This design comes from an exercise in tuning for small area, a short achievable clock period and few clock cycles on the open sky130 flow, not from production work. Only simulation tests tie the RTL to the original design; equivalence was not proved. Power figures rest on the tool's default switching activity, not on a simulated workload.

==> inputs of yarrow <==
==> flow/design.v (excerpt) <==
module syncchan (
    input             clk,
    input             rst,           
    input      [8:0]  prog_len,      
    input      [63:0] sprite,        
    output     [7:0]  prog_addr,
    input      [15:0] prog_data,
    input             rel_valid,     
    input      [7:0]  rel_data,
    output reg        held,          
    output reg        tx_valid,      
    output reg [7:0]  tx_data,
    output reg        io_rd,
    output reg        io_wr,
    output     [15:0] io_addr,
    output     [7:0]  io_wdata,
    input      [7:0]  io_rdata,
    output reg        draw_valid,
    output reg [1:0]  draw_op,       
    output reg [8:0]  draw_x,
    output reg [7:0]  draw_y,
    output            done,
    output            fault,
    output     [1:0]  fault_cause,   
    output     [15:0] fault_info     
);
clock: 10.0 ns
lec_check: 0
abc_area: 1
cap_margin: 20
core_margin: 2
core_utilization: 40
cts_cluster_diameter: 100
cts_cluster_size: 20
setup_slack_margin: 5
slew_margin: 20
standard.sh (not shown) runs the stock make flow with config.mk's settings and CLKGATE_MAP_FILE= SYNTH_SCRIPT=/design/flow/synth_recipe.tcl, a recipe that flattens the netlist after the stock synthesis.
==> flow/flow/run.sh <==
#!/bin/bash
set -euo pipefail
sed 's/SETUP_SLACK_MARGIN=5/SETUP_SLACK_MARGIN=6.5 "BUFFER_PORTS_ARGS=-buffer_cell sky130_fd_sc_hd__buf_1"/' standard.sh > standard_m.sh
bash standard_m.sh > standard.log 2>&1
==> inputs of xenon, as changes to yarrow <==
--- a/flow/design.v
+++ b/flow/design.v
@@ -38,14 +38,15 @@
     reg        ir_wait;      
     reg        ir_jmp;       
     reg        ir_prep;      
     reg [2:0]  step;
     reg        rel;          
     reg [7:0]  jw_tag;
     reg        jw_v;
+    reg [7:0]  io_hi;        
     reg        io_kb, io_joy;    
     reg        rpass;        
     reg [2:0]  rj;           
     reg [7:0]  rem;          
     reg        ax;           
     reg        rrun;         
     reg [3:0]  nj1;          
@@ -128,16 +129,15 @@
     wire       sfar_next = !dx_small || !dy_small || x_wrap || y_hi || y_lo;
     wire go = rel | (rel_valid & (rel_data != 8'h00));
     assign prog_addr = na[7:0];
     assign done  = (state == S_DONE);
     assign fault = (state == S_FAULT);
     assign fault_cause = ir_fcause;
     assign fault_info  = ir;
-    assign io_addr  = {io_kb ? ~(8'd1 << step) : 8'h00,
-                       ~io_joy, ~io_joy, io_kb, 3'b111, ~io_wr, ~io_kb};
+    assign io_addr  = {io_hi, ~io_joy, ~io_joy, io_kb, 3'b111, ~io_wr, ~io_kb};
     assign io_wdata = {6'd0, io_wr && (step[2] || step[1]), io_wr && !step[1]};
     reg [7:0] fname;
     always @(*) begin
         case (op)
             4'h4: begin
                 case (arg[4:0])
                     5'h0F: fname = m_v ? 8'h0C : 8'h09;
@@ -334,20 +334,22 @@
             ir_prep   <= (fop == OP_EMITH) && f_slow;
             tx_data   <= f_tx;
         end
         if (fetch) begin
             draw_op <= {1'b1, fop[0]};
             draw_x  <= (fop[0] == 1'b0) ? {7'd0, farg[1:0]} : {1'b0, pwpos_n};
             draw_y  <= (fop[0] == 1'b0) ? {7'd0, mb_n[farg[1:0]]} : wpos_n;
+            io_hi   <= (fop == OP_KSAMP) ? 8'hFE : 8'h00;
             io_kb   <= (fop == OP_KSAMP);
             io_joy  <= (fop == OP_JSAMP);
         end else begin
             draw_op <= {1'b0, rpass};
             draw_x  <= {1'b0, rax} + {6'd0, c0};
             draw_y  <= ray + {5'd0, rj};
+            io_hi   <= {io_hi[6:0], io_hi[7]};     
         end
         if (!rst) begin
             if (fetch) begin
                 tx_valid   <= !at_end && (fop == OP_EMITC || fop == OP_EMITHI ||
                               (fop == OP_EMITH && farg[7:5] == 3'd0 && !f_slow && !f_unw));
                 io_rd      <= !at_end && (fop == OP_KSAMP || fop == OP_JSAMP) && farg == 8'h00;
                 io_wr      <= !at_end && fop == OP_MSAMP && farg == 8'h00;
==> flow/flow/run.sh (replaced) <==
#!/bin/bash
set -euo pipefail
sed 's/SETUP_SLACK_MARGIN=5/SETUP_SLACK_MARGIN=6.45 "BUFFER_PORTS_ARGS=-buffer_cell sky130_fd_sc_hd__buf_1"/' standard.sh > standard_m.sh
bash standard_m.sh > standard.log 2>&1
CTS_CLUSTER_DIAMETER = 120   (was 100)
CTS_CLUSTER_SIZE = 24   (was 20)
==> inputs of violet, as changes to yarrow <==
--- a/flow/design.v
+++ b/flow/design.v
@@ -38,14 +38,15 @@
     reg        ir_wait;      
     reg        ir_jmp;       
     reg        ir_prep;      
     reg [2:0]  step;
     reg        rel;          
     reg [7:0]  jw_tag;
     reg        jw_v;
+    reg [7:0]  io_hi;        
     reg        io_kb, io_joy;    
     reg        rpass;        
     reg [2:0]  rj;           
     reg [7:0]  rem;          
     reg        ax;           
     reg        rrun;         
     reg [3:0]  nj1;          
@@ -128,16 +129,15 @@
     wire       sfar_next = !dx_small || !dy_small || x_wrap || y_hi || y_lo;
     wire go = rel | (rel_valid & (rel_data != 8'h00));
     assign prog_addr = na[7:0];
     assign done  = (state == S_DONE);
     assign fault = (state == S_FAULT);
     assign fault_cause = ir_fcause;
     assign fault_info  = ir;
-    assign io_addr  = {io_kb ? ~(8'd1 << step) : 8'h00,
-                       ~io_joy, ~io_joy, io_kb, 3'b111, ~io_wr, ~io_kb};
+    assign io_addr  = {io_hi, ~io_joy, ~io_joy, io_kb, 3'b111, ~io_wr, ~io_kb};
     assign io_wdata = {6'd0, io_wr && (step[2] || step[1]), io_wr && !step[1]};
     reg [7:0] fname;
     always @(*) begin
         case (op)
             4'h4: begin
                 case (arg[4:0])
                     5'h0F: fname = m_v ? 8'h0C : 8'h09;
@@ -334,20 +334,22 @@
             ir_prep   <= (fop == OP_EMITH) && f_slow;
             tx_data   <= f_tx;
         end
         if (fetch) begin
             draw_op <= {1'b1, fop[0]};
             draw_x  <= (fop[0] == 1'b0) ? {7'd0, farg[1:0]} : {1'b0, pwpos_n};
             draw_y  <= (fop[0] == 1'b0) ? {7'd0, mb_n[farg[1:0]]} : wpos_n;
+            io_hi   <= (fop == OP_KSAMP) ? 8'hFE : 8'h00;
             io_kb   <= (fop == OP_KSAMP);
             io_joy  <= (fop == OP_JSAMP);
         end else begin
             draw_op <= {1'b0, rpass};
             draw_x  <= {1'b0, rax} + {6'd0, c0};
             draw_y  <= ray + {5'd0, rj};
+            io_hi   <= {io_hi[6:0], io_hi[7]};     
         end
         if (!rst) begin
             if (fetch) begin
                 tx_valid   <= !at_end && (fop == OP_EMITC || fop == OP_EMITHI ||
                               (fop == OP_EMITH && farg[7:5] == 3'd0 && !f_slow && !f_unw));
                 io_rd      <= !at_end && (fop == OP_KSAMP || fop == OP_JSAMP) && farg == 8'h00;
                 io_wr      <= !at_end && fop == OP_MSAMP && farg == 8'h00;
==> flow/flow/run.sh (replaced) <==
#!/bin/bash
set -euo pipefail
sed 's/SETUP_SLACK_MARGIN=5/SETUP_SLACK_MARGIN=6.45 "BUFFER_PORTS_ARGS=-buffer_cell sky130_fd_sc_hd__buf_1"/' standard.sh > standard_m.sh
bash standard_m.sh > standard.log 2>&1
CORE_UTILIZATION = 50   (was 40)
==> qor summary <==
| metric | xenon | yarrow | violet |
|---|---|---|---|
| Status | no timing/DRC/antenna violations | no timing/DRC/antenna violations | no timing/DRC/antenna violations |
| Category of the worst setup path capture point | register | output port | register |
| Avg Inst Size Synth | 7.40 um^2 | 7.41 um^2 | 7.40 um^2 |
| Crit path setup slack, layout | 6.54 ns | 6.39 ns | 6.54 ns |
| Setup Fix Bufs, Post-CTS | 7 | 25 | 7 |
| Overall Power | 2.69 mW | 2.75 mW | 2.72 mW |
| Fraction of the mapped netlist area in compound gates | 0.120 | 0.119 | 0.120 |
| Number of synthesized register bits | 267 | 259 | 267 |
| Post-placement setup slack | 5.31 ns | 5.16 ns | 5.07 ns |
| R2r endpoint | py[0]$_SDFFE_PP0P_ | sfar$_DFFE_PP_ | sfar$_DFFE_PP_ |
| Total leakage power | 8.26 nW | 8.39 nW | 8.22 nW |
| Number of cells on the worst hold path | 2 | 0 | 2 |
| Power consumed by the clock network | 663 uW | 723 uW | 712 uW |
| Min cycle time layout | 3.46 ns | 3.61 ns | 3.46 ns |
| Number of global-route vias before repair | 15.5k | 15.5k | 15.4k |
Testbench counts of yarrow, summed over its fixed seeds: cycles 11,506.
Testbench counts of xenon, summed over its fixed seeds: cycles 11,506.
Testbench counts of violet, summed over its fixed seeds: cycles 11,506.

[static timing again, ports no longer ideal]
The flow's constraints put no driver on any port. The routed layouts listed below were extracted and timed again, unchanged, in two steps. Step 1, drivers: a clkbuf_16 drives clk and a buf_2 each remaining input, both assumed. Step 2 also shifts input and output timing later by t, the mid clock arrival at the registers, as if the neighbouring blocks saw the same clock. Slacks: ideal / step 1 / step 2; pairs: ideal / step 1.
run	t, ns	setup slack, ns	worst register clock-pin slew, ns	worst data-port slew with drivers (ns)	cell pins on the clock port's net
yarrow	0.562	6.391 / 6.339 / 5.993	0.09 / 0.09	0.07	1
xenon	0.562	6.535 / 6.537 / 6.003	0.10 / 0.10	0.06	1
violet	0.565	6.538 / 6.512 / 6.006	0.09 / 0.09	0.04	1
After both steps setup and hold are still met in every run listed.
